Background: an optimization exercise with open tools, aiming at small area, a short achievable clock period and few clock cycles. Do not read the settings as production practice.
Only simulation tests tie the RTL to the original design; equivalence was not proved.

==> inputs of run E <==
==> flow/design.v <==
module framecore_tx (
    input  wire        clk,
    input  wire        rst,             
    input  wire        cmd_valid,
    output wire        cmd_ready,
    input  wire [2:0]  cmd_op,
    input  wire [6:0]  cmd_len,
    input  wire        cmd_scheme,      
    input  wire [32:0] cmd_gen,
    input  wire [7:0]  cmd_tag_start,
    input  wire [7:0]  cmd_tag_stop,
    input  wire [7:0]  cmd_tag_esc,
    input  wire        in_valid,
    output wire        in_ready,
    input  wire [7:0]  in_data,
    output wire        out_valid,
    input  wire        out_ready,
    output wire [7:0]  out_data,
    output reg         done,
    output reg  [3:0]  res_result,
    output reg  [3:0]  res_errcode,
    output reg  [31:0] res_rem,
    output reg  [7:0]  res_olen
);
    localparam OP_NOP  = 3'd0;
    localparam OP_CENC = 3'd1;
    localparam OP_CVAL = 3'd2;
    localparam OP_PENC = 3'd3;
    localparam OP_PVAL = 3'd4;
    localparam OP_STUF = 3'd5;
    localparam OP_BLD  = 3'd6;
    localparam ERR_NONE    = 3'd0;
    localparam ERR_ILLOP   = 3'd1;
    localparam ERR_RSVD    = 3'd2;
    localparam ERR_BADLEN  = 3'd3;
    localparam ERR_BADGEN  = 3'd4;
    localparam ERR_BADTAGS = 3'd5;
    localparam IDLE  = 0;
    localparam REJ   = 1;    
    localparam START = 2;    
    localparam PAY   = 3;    
    localparam VTAIL = 4;    
    localparam FIN   = 5;    
    localparam CODE  = 6;    
    localparam STOP  = 7;    
    reg  [7:0]  s;
    reg         o_stuff, o_bld, o_val, o_pval, o_emit, o_crc, o_par;
    reg  [2:0]  errc;
    reg  [6:0]  cnt;         
    reg         last;        
    reg  [31:0] R;           
    reg  [31:0] G;           
    reg  [2:0]  rk;          
    reg  [1:0]  rlm;
    reg         rz;          
    reg  [7:1]  h;           
    reg  [2:0]  k;
    reg  [1:0]  lm1;         
    reg  [1:0]  cl;          
    reg  [7:0]  t_start, t_stop, t_esc;
    reg  [7:0]  b;           
    reg         bv;          
    reg         pend;        
    reg         ov;
    reg  [7:0]  od;
    reg         dp;          
    reg         first;       
    reg         r5, r6;
    reg  [2:0]  re;
    function [2:0] lzc8(input [7:0] x);
        begin
            casez (x)
                8'b1???????: lzc8 = 3'd0;
                8'b01??????: lzc8 = 3'd1;
                8'b001?????: lzc8 = 3'd2;
                8'b0001????: lzc8 = 3'd3;
                8'b00001???: lzc8 = 3'd4;
                8'b000001??: lzc8 = 3'd5;
                8'b0000001?: lzc8 = 3'd6;
                default:     lzc8 = 3'd7;
            endcase
        end
    endfunction
    function [7:1] recip(input [7:0] gt);
        reg [7:0] hh;
        integer i, j;
        begin
            hh[0] = 1'b1;
            for (i = 1; i < 8; i = i + 1) begin
                hh[i] = 1'b0;
                for (j = 1; j <= i; j = j + 1)
                    hh[i] = hh[i] ^ (gt[8 - j] & hh[i - j]);
            end
            recip = hh[7:1];
        end
    endfunction
    function [31:0] div_byte(input [31:0] r, input [31:0] g, input [7:1] hr,
                             input [1:0] lm, input [7:0] bd, input [7:0] ba);
        reg [7:0]  t, hh, q;
        reg [31:0] w;
        integer i, j;
        begin
            t = r[31:24] ^ bd;
            hh = {hr, 1'b1};
            for (i = 0; i < 8; i = i + 1) begin
                q[i] = 1'b0;
                for (j = i; j < 8; j = j + 1)
                    q[i] = q[i] ^ (t[j] & hh[j - i]);
            end
            w = {r[23:0], 8'd0};
            case (lm)
                2'd0: w[31:24] = ba;
                2'd1: w[23:16] = ba;
                2'd2: w[15:8]  = ba;
                default: w[7:0] = ba;
            endcase
            for (i = 0; i < 8; i = i + 1)
                if (q[i]) w = w ^ (g << i);
            div_byte = w;
        end
    endfunction
    function is_tag(input [7:0] x, input [7:0] s0, input [7:0] s1, input [7:0] s2);
        is_tag = (x == s0) || (x == s1) || (x == s2);
    endfunction
    wire        c_takes_len = (cmd_op >= OP_CENC) && (cmd_op <= OP_BLD);
    wire        c_uses_gen  = (cmd_op == OP_CENC) || (cmd_op == OP_CVAL) ||
                              ((cmd_op == OP_BLD) && !cmd_scheme);
    wire        c_uses_par  = (cmd_op == OP_PENC) || (cmd_op == OP_PVAL) ||
                              ((cmd_op == OP_BLD) && cmd_scheme);
    wire        c_uses_tags = (cmd_op == OP_STUF) || (cmd_op == OP_BLD);
    wire        c_tags_ok   = (cmd_tag_start != cmd_tag_stop) &&
                              (cmd_tag_start != cmd_tag_esc) &&
                              (cmd_tag_stop  != cmd_tag_esc);
    wire        c_gen_ok    = (cmd_gen[32:1] != 32'd0);
    reg  [2:0]  c_err;
    always @(*) begin
        if (cmd_op == 3'd7)                          c_err = ERR_ILLOP;
        else if (!c_takes_len && cmd_len != 7'd0)    c_err = ERR_RSVD;
        else if (c_takes_len && cmd_len > 7'd64)     c_err = ERR_BADLEN;
        else if (c_uses_gen && !c_gen_ok)            c_err = ERR_BADGEN;
        else if (c_uses_tags && !c_tags_ok)          c_err = ERR_BADTAGS;
        else                                         c_err = ERR_NONE;
    end
    wire        c_rej = (c_err != ERR_NONE) || (cmd_op == OP_NOP);
    wire        nz4   = |cmd_gen[32:25];
    wire        nz3   = |cmd_gen[24:17];
    wire        nz2   = |cmd_gen[16:9];
    wire [1:0]  c_lm1 = nz4 ? 2'd3 : nz3 ? 2'd2 : nz2 ? 2'd1 : 2'd0;
    wire [2:0]  c_k   = nz4 ? lzc8(cmd_gen[32:25]) : nz3 ? lzc8(cmd_gen[24:17]) :
                        nz2 ? lzc8(cmd_gen[16:9])  : lzc8(cmd_gen[8:1]);
    reg  [7:0]  code_b;
    always @(*) begin
        case (cl)
            2'd0: code_b = R[7:0];
            2'd1: code_b = R[15:8];
            2'd2: code_b = R[23:16];
            default: code_b = R[31:24];
        endcase
    end
    wire [7:0]  cand   = s[CODE] ? code_b : in_data;
    wire        esc    = o_emit && is_tag(cand, t_start, t_stop, t_esc);
    assign      out_valid = ov;
    assign      out_data  = od;
    wire        oslot  = !ov || out_ready;           
    wire        ofree  = oslot && !pend;             
    wire        fin_ok = !dp || ofree;               
    wire        take     = s[PAY] && in_valid && !pend && oslot;
    assign      in_ready = s[PAY] && !pend && oslot;
    wire        ci0      = (cl == ~lm1);              
    wire        start_ld = s[START] && ofree;
    wire        code_ld  = s[CODE] && !bv && !rz && ofree;
    wire        stop_ld  = s[STOP] && ofree;
    wire        pay_ld   = take && o_emit;
    wire        ld       = start_ld || code_ld || stop_ld || pay_ld;
    wire        pend_ld  = pend && oslot;
    wire        cesc     = esc && (code_ld || pay_ld);
    wire        f_b = s[REJ] || (s[FIN] && !bv && !rz);
    wire        f_c = s[PAY] && o_stuff && last && !pend;
    wire        f_d = !pend && ((s[CODE] && !bv && !rz && ci0 && !o_bld) || s[STOP]);
    wire        fin = (f_b && !dp) || (oslot && ((f_b && !pend) || f_d || (f_c && in_valid)));
    assign cmd_ready = s[IDLE] || fin;
    wire        g_free = !o_crc || !(s[PAY] || s[START] || s[VTAIL] || bv);
    wire        clr    = rz && fin_ok;               
    wire        acc    = cmd_valid && cmd_ready;
    wire [4:0]  sh      = {~lm1, k};                  
    wire [31:0] gs      = G;
    wire        vt_step = s[VTAIL] && !bv;
    wire [2:0]  m       = 3'd0 - k;                   
    wire [7:0]  fcur    = vt_step ? 8'd0 : t_start;
    wire [15:0] fpair   = {t_stop, fcur};
    wire [7:0]  fbyte   = fpair >> m;                 
    wire [31:0] r_div   = div_byte(R, gs, h, lm1, b,
                                   o_val ? fbyte : 8'd0);
    wire [7:0]  gt      = gs[31:24];
    always @(*) begin
        done        = dp && ofree;
        res_result  = {1'b0, r5 | r6, r6, r5};
        res_errcode = {1'b0, re};
        res_rem     = R >> {~rlm, rk};
    end
    always @(posedge clk) begin
        h <= recip(gt);
        if (rst) begin
            s        <= 8'd1 << IDLE;
            ov       <= 1'b0;
            pend     <= 1'b0;
            bv       <= 1'b0;
            dp       <= 1'b0;
            R        <= 32'd0;
            rz       <= 1'b0;
            res_olen <= 8'd0;
        end else begin
            if (ld) begin
                ov <= 1'b1;
                if (start_ld)     od <= t_start;
                else if (stop_ld) od <= t_stop;
                else if (esc)     od <= t_esc;
                else              od <= cand;
                first <= 1'b0;
            end else if (pend_ld) begin
                ov <= 1'b1;
                od <= b;
            end else if (out_ready)
                ov <= 1'b0;
            if (ld || pend_ld)
                res_olen <= (ld && first) ? 8'd1 : res_olen + 8'd1;
            if (pend_ld) pend <= 1'b0;
            if (cesc) pend <= 1'b1;
            if (take || cesc) b <= o_val ? 8'd0 : cand;
            if (take && o_val) t_start <= in_data;
            if (done) dp <= 1'b0;
            if (clr) begin
                R  <= 32'd0;
                rz <= 1'b0;
            end
            if (bv || vt_step) R <= r_div;
            if ((bv || vt_step) && o_val) t_stop <= t_start;
            bv <= take && o_crc;
            if (take && o_par) R[24] <= (R[24] && !rz) ^ (^in_data);
            if (take) begin
                cnt  <= cnt - 7'd1;
                last <= (cnt == 7'd2);
            end
            if (code_ld) cl <= cl - 2'd1;
            if (start_ld) begin
                s[START] <= 1'b0;
                if (cnt != 7'd0) s[PAY] <= 1'b1; else s[CODE] <= 1'b1;
            end
            if (take && last) begin
                s[PAY] <= 1'b0;
                if (o_val) begin
                    if (m != 3'd0) s[VTAIL] <= 1'b1; else s[FIN] <= 1'b1;
                end else if (o_pval)
                    s[FIN] <= 1'b1;
                else if (!o_stuff)
                    s[CODE] <= 1'b1;
            end
            if (vt_step) begin
                s[VTAIL] <= 1'b0;
                s[FIN]   <= 1'b1;
            end
            if (code_ld && ci0) begin
                s[CODE] <= 1'b0;
                if (o_bld) s[STOP] <= 1'b1;
            end
            if (fin) begin
                s        <= 8'd1 << IDLE;
                dp <= 1'b1;
                re <= errc;
                r6 <= (errc != ERR_NONE);
                r5 <= (errc == ERR_NONE) &&
                      ((o_val && R != 32'd0) || (o_pval && R[24]));
                if (!s[REJ]) begin
                    if (!o_stuff) begin
                        rk  <= k;
                        rlm <= lm1;
                    end
                    if (s[FIN])   res_olen <= 8'd0;
                end
            end
            if (cmd_valid && g_free) G <= cmd_gen[31:0] << {~c_lm1, c_k};
            if (acc) begin
                o_stuff  <= (cmd_op == OP_STUF);
                o_bld    <= (cmd_op == OP_BLD);
                o_val    <= (cmd_op == OP_CVAL);
                o_pval   <= (cmd_op == OP_PVAL);
                o_emit   <= c_uses_tags;
                o_crc    <= c_uses_gen;
                o_par    <= c_uses_par;
                errc     <= c_err;
                cnt      <= cmd_len;
                last     <= (cmd_len == 7'd1);
                t_start  <= cmd_tag_start;
                t_stop   <= (cmd_op == OP_CVAL) ? 8'd0 : cmd_tag_stop;
                t_esc    <= cmd_tag_esc;
                first    <= 1'b1;
                cl       <= 2'd3;
                if (c_uses_gen) begin
                    k   <= c_k;
                    lm1 <= c_lm1;
                end
                if (c_uses_par) begin
                    k   <= 3'd0;
                    lm1 <= 2'd0;
                end
                rz       <= !c_rej && (c_uses_gen || c_uses_par);
                if (c_rej)
                    s <= 8'd1 << REJ;
                else if (cmd_op == OP_BLD)
                    s <= 8'd1 << START;
                else if (cmd_len != 7'd0)
                    s <= 8'd1 << PAY;
                else if (cmd_op == OP_CENC || cmd_op == OP_PENC)
                    s <= 8'd1 << CODE;
                else
                    s <= 8'd1 << FIN;
            end
        end
    end
endmodule
==> flow/flow/run.sh <==
#!/bin/bash
set -euo pipefail
export BUFFER_PORTS_ARGS="-buffer_cell sky130_fd_sc_hd__buf_2"
bash standard.sh > standard_flow.log 2>&1
==> flow/standard.sh <==
#!/bin/bash
# synth_recipe.tcl (not shown) runs the flow's synth.tcl, then flattens the netlist and writes it again
# the make line also repeats each setting of config.mk as NAME=value (left out here)
make -C /OpenROAD-flow-scripts/flow DESIGN_CONFIG=/design/flow/config.mk WORK_HOME=/design/flow/orfs CLKGATE_MAP_FILE= SYNTH_SCRIPT=/design/flow/synth_recipe.tcl "${@:-finish}"
==> flow/config.mk <==
export PLATFORM = sky130hd
export DESIGN_NAME = framecore_tx
export DESIGN_NICKNAME = framecore_tx
export VERILOG_FILES = /design/flow/design.v
export SDC_FILE = /design/flow/constraint.sdc
export NUM_CORES = 4
export LEC_CHECK = 0
export CAP_MARGIN = 20
export CORE_MARGIN = 2
export CORE_UTILIZATION = 50
export SETUP_SLACK_MARGIN = 1.5
export SLEW_MARGIN = 20
==> flow/constraint.sdc <==
create_clock -name core_clock -period 5.0 [get_ports {clk}]
set_input_delay 1.0000 -clock core_clock [delete_from_list [all_inputs] [get_ports {clk}]]
set_output_delay 1.0000 -clock core_clock [all_outputs]
set_load 0.01 [all_outputs]
==> run Z: changes against run E <==
Settings changed: CORE_UTILIZATION 50 to 40.
==> run D: changes against run E <==
--- a/flow/design.v
+++ b/flow/design.v
@@ -65,7 +65,8 @@
     reg  [7:0]  od;
     reg         dp;          
     reg         first;       
-    reg         r5, r6;
+    reg         r6;          
+    reg         rv, rp;      
     reg  [2:0]  re;
     function [2:0] lzc8(input [7:0] x);
         begin
@@ -174,17 +175,18 @@
     wire        ld       = start_ld || code_ld || stop_ld || pay_ld;
     wire        pend_ld  = pend && oslot;
     wire        cesc     = esc && (code_ld || pay_ld);
-    wire        f_b = s[REJ] || (s[FIN] && !bv && !rz);
-    wire        f_c = s[PAY] && o_stuff && last && !pend;
+    wire        f_b = s[REJ] || (s[FIN] && !rz) || (s[VTAIL] && !bv);
+    wire        f_c = s[PAY] && (o_stuff || o_pval) && last && !pend;
     wire        f_d = !pend && ((s[CODE] && !bv && !rz && ci0 && !o_bld) || s[STOP]);
     wire        fin = (f_b && !dp) || (oslot && ((f_b && !pend) || f_d || (f_c && in_valid)));
     assign cmd_ready = s[IDLE] || fin;
-    wire        g_free = !o_crc || !(s[PAY] || s[START] || s[VTAIL] || bv);
+    wire        g_free = !o_crc || !(s[PAY] || s[START] || s[VTAIL] || bv) ||
+                         s[FIN] || vt_step;         
     wire        clr    = rz && fin_ok;               
     wire        acc    = cmd_valid && cmd_ready;
     wire [4:0]  sh      = {~lm1, k};                  
-    wire [31:0] gs      = G;
-    wire        vt_step = s[VTAIL] && !bv;
+    wire [31:0] gs      = G << k;
+    wire        vt_step = s[VTAIL] && !bv && fin_ok;
     wire [2:0]  m       = 3'd0 - k;                   
     wire [7:0]  fcur    = vt_step ? 8'd0 : t_start;
     wire [15:0] fpair   = {t_stop, fcur};
@@ -192,8 +194,10 @@
     wire [31:0] r_div   = div_byte(R, gs, h, lm1, b,
                                    o_val ? fbyte : 8'd0);
     wire [7:0]  gt      = gs[31:24];
+    reg         r5;
     always @(*) begin
         done        = dp && ofree;
+        r5          = (rv && R != 32'd0) || (rp && R[24]);
         res_result  = {1'b0, r5 | r6, r6, r5};
         res_errcode = {1'b0, re};
         res_rem     = R >> {~rlm, rk};
@@ -250,15 +254,9 @@
                 s[PAY] <= 1'b0;
                 if (o_val) begin
                     if (m != 3'd0) s[VTAIL] <= 1'b1; else s[FIN] <= 1'b1;
-                end else if (o_pval)
-                    s[FIN] <= 1'b1;
-                else if (!o_stuff)
+                end else if (!o_stuff && !o_pval)
                     s[CODE] <= 1'b1;
             end
-            if (vt_step) begin
-                s[VTAIL] <= 1'b0;
-                s[FIN]   <= 1'b1;
-            end
             if (code_ld && ci0) begin
                 s[CODE] <= 1'b0;
                 if (o_bld) s[STOP] <= 1'b1;
@@ -268,17 +266,17 @@
                 dp <= 1'b1;
                 re <= errc;
                 r6 <= (errc != ERR_NONE);
-                r5 <= (errc == ERR_NONE) &&
-                      ((o_val && R != 32'd0) || (o_pval && R[24]));
+                rv <= (errc == ERR_NONE) && o_val;
+                rp <= (errc == ERR_NONE) && o_pval;
                 if (!s[REJ]) begin
                     if (!o_stuff) begin
                         rk  <= k;
                         rlm <= lm1;
                     end
-                    if (s[FIN])   res_olen <= 8'd0;
+                    if (s[FIN] || o_val || o_pval) res_olen <= 8'd0;
                 end
             end
-            if (cmd_valid && g_free) G <= cmd_gen[31:0] << {~c_lm1, c_k};
+            if (cmd_valid && g_free) G <= cmd_gen[31:0] << {~c_lm1, 3'd0};
             if (acc) begin
                 o_stuff  <= (cmd_op == OP_STUF);
                 o_bld    <= (cmd_op == OP_BLD);
Settings changed: CORE_UTILIZATION 50 to 40, CTS_BUF_LIST from default to sky130_fd_sc_hd__clkbuf_4 sky130_fd_sc_hd__clkbuf_8, TNS_END_PERCENT from default to 10.
==> impl_metrics.csv <==
group,metric,value,unit
finish,final_cells,2486,
status,status,"no timing/DRC/antenna violations",
global_route,grtUsageTotal,30.10,%
setup_path,path_cells,"buf_2, or4_4, nor2b_4, o41ai_1, o21bai_4, buf_4, buf_4, mux2i_1, mux2_2, nor2_1, a31oi_1, a2bb2oi_1",
finish,fin_nets,2164,
drt,wl,51510,um
finish,area_share_nonclk_buffers,8.320,%
setup_path,cp_slowest_cell,"or4_4",
setup_path,critPathArrivalTime,3.75,ns
finish,clk_share,3.571,%
logic_synthesis,yosysSeqAreaShare,27.71,%
the above is filed under run E

==> impl_metrics.csv <==
group,metric,value,unit
finish,final_cells,2595,
drt,num_vias,14670,
clock_network,clkSlewWorstSetupHoldPaths,0.07,ns
clock_network,cts_buffers,17,
logic_synthesis,syn-instance-count,1947,
setup_path,critPathArrivalTime,2.47,ns
finish,area_share_nonclk_buffers,8.182,%
finish,clk_share,3.136,%
finish,fin_nets,2150,
setup_path,cp_slowest_cell,"mux4_2",
status,status,"no timing/DRC/antenna violations",
global_route,grtUsageTotal,24.03,%
place,post-place-ws,0.5162,ns
drt,wl,50960,um
the above is filed under run Z

==> impl_metrics.csv <==
group,metric,value,unit
setup_path,cp_slowest_cell,"ha_2",
logic_synthesis,yosysSeqAreaShare,28.40,%
setup_path,critPathArrivalTime,3.98,ns
min_path,hp-start,"errc[1]$_DFFE_PP_",
finish,area_share_nonclk_buffers,6.977,%
finish,fin_nets,2016,
finish,final_cells,2455,
global_route,grtUsageTotal,23.59,%
drt,wl,49540,um
finish,clk_share,2.237,%
setup_path,startpoint_type,"flip-flop",
setup_path,path_cells,"buf_4, inv_1, ha_2, mux4_2, a22oi_1, nor2b_1, xnor3_1, xnor2_1, a22o_1",
status,status,"no timing/DRC/antenna violations",
the above is filed under run D

Testbench counts of run E, summed over its fixed seeds: cycles 11,623.
Testbench counts of run Z, summed over its fixed seeds: cycles 11,623.
Testbench counts of run D, summed over its fixed seeds: cycles 11,556.

[separate check: timing with driven ports]
The results above use ideal ports. As a check the final layouts listed here were re-extracted and re-timed, cells and wires unchanged.
Step 1: set_driving_cell puts a clkbuf_16 on clk and a buf_2 on each other input, an assumption about the parent block.
Step 2 adds t to the input delays and takes it off the output delays; t is the mean of the earliest and latest rising clock arrival at the registers after step 1. Input paths then give back, and output paths get back, about the clock's delay inside the block.
a / b / c = no drivers / after step 1 / after step 2; a / b = the first two.
run | shift t [ns] | setup WS [ns] | hold slack, ns
run E | 0.487 | 1.517 / 1.506 / 1.062 | 0.457 / 0.457 / 0.457
run Z | 0.494 | 1.529 / 1.480 / 1.108 | 0.475 / 0.475 / 0.475
run D | 0.534 | 1.455 / 1.427 / 1.174 | 0.493 / 0.493 / 0.493
After both steps every run listed still meets setup and hold. For run E, which loses most, drivers alone change the setup slack by -0.011 ns; drivers and shift together by -0.455 ns.
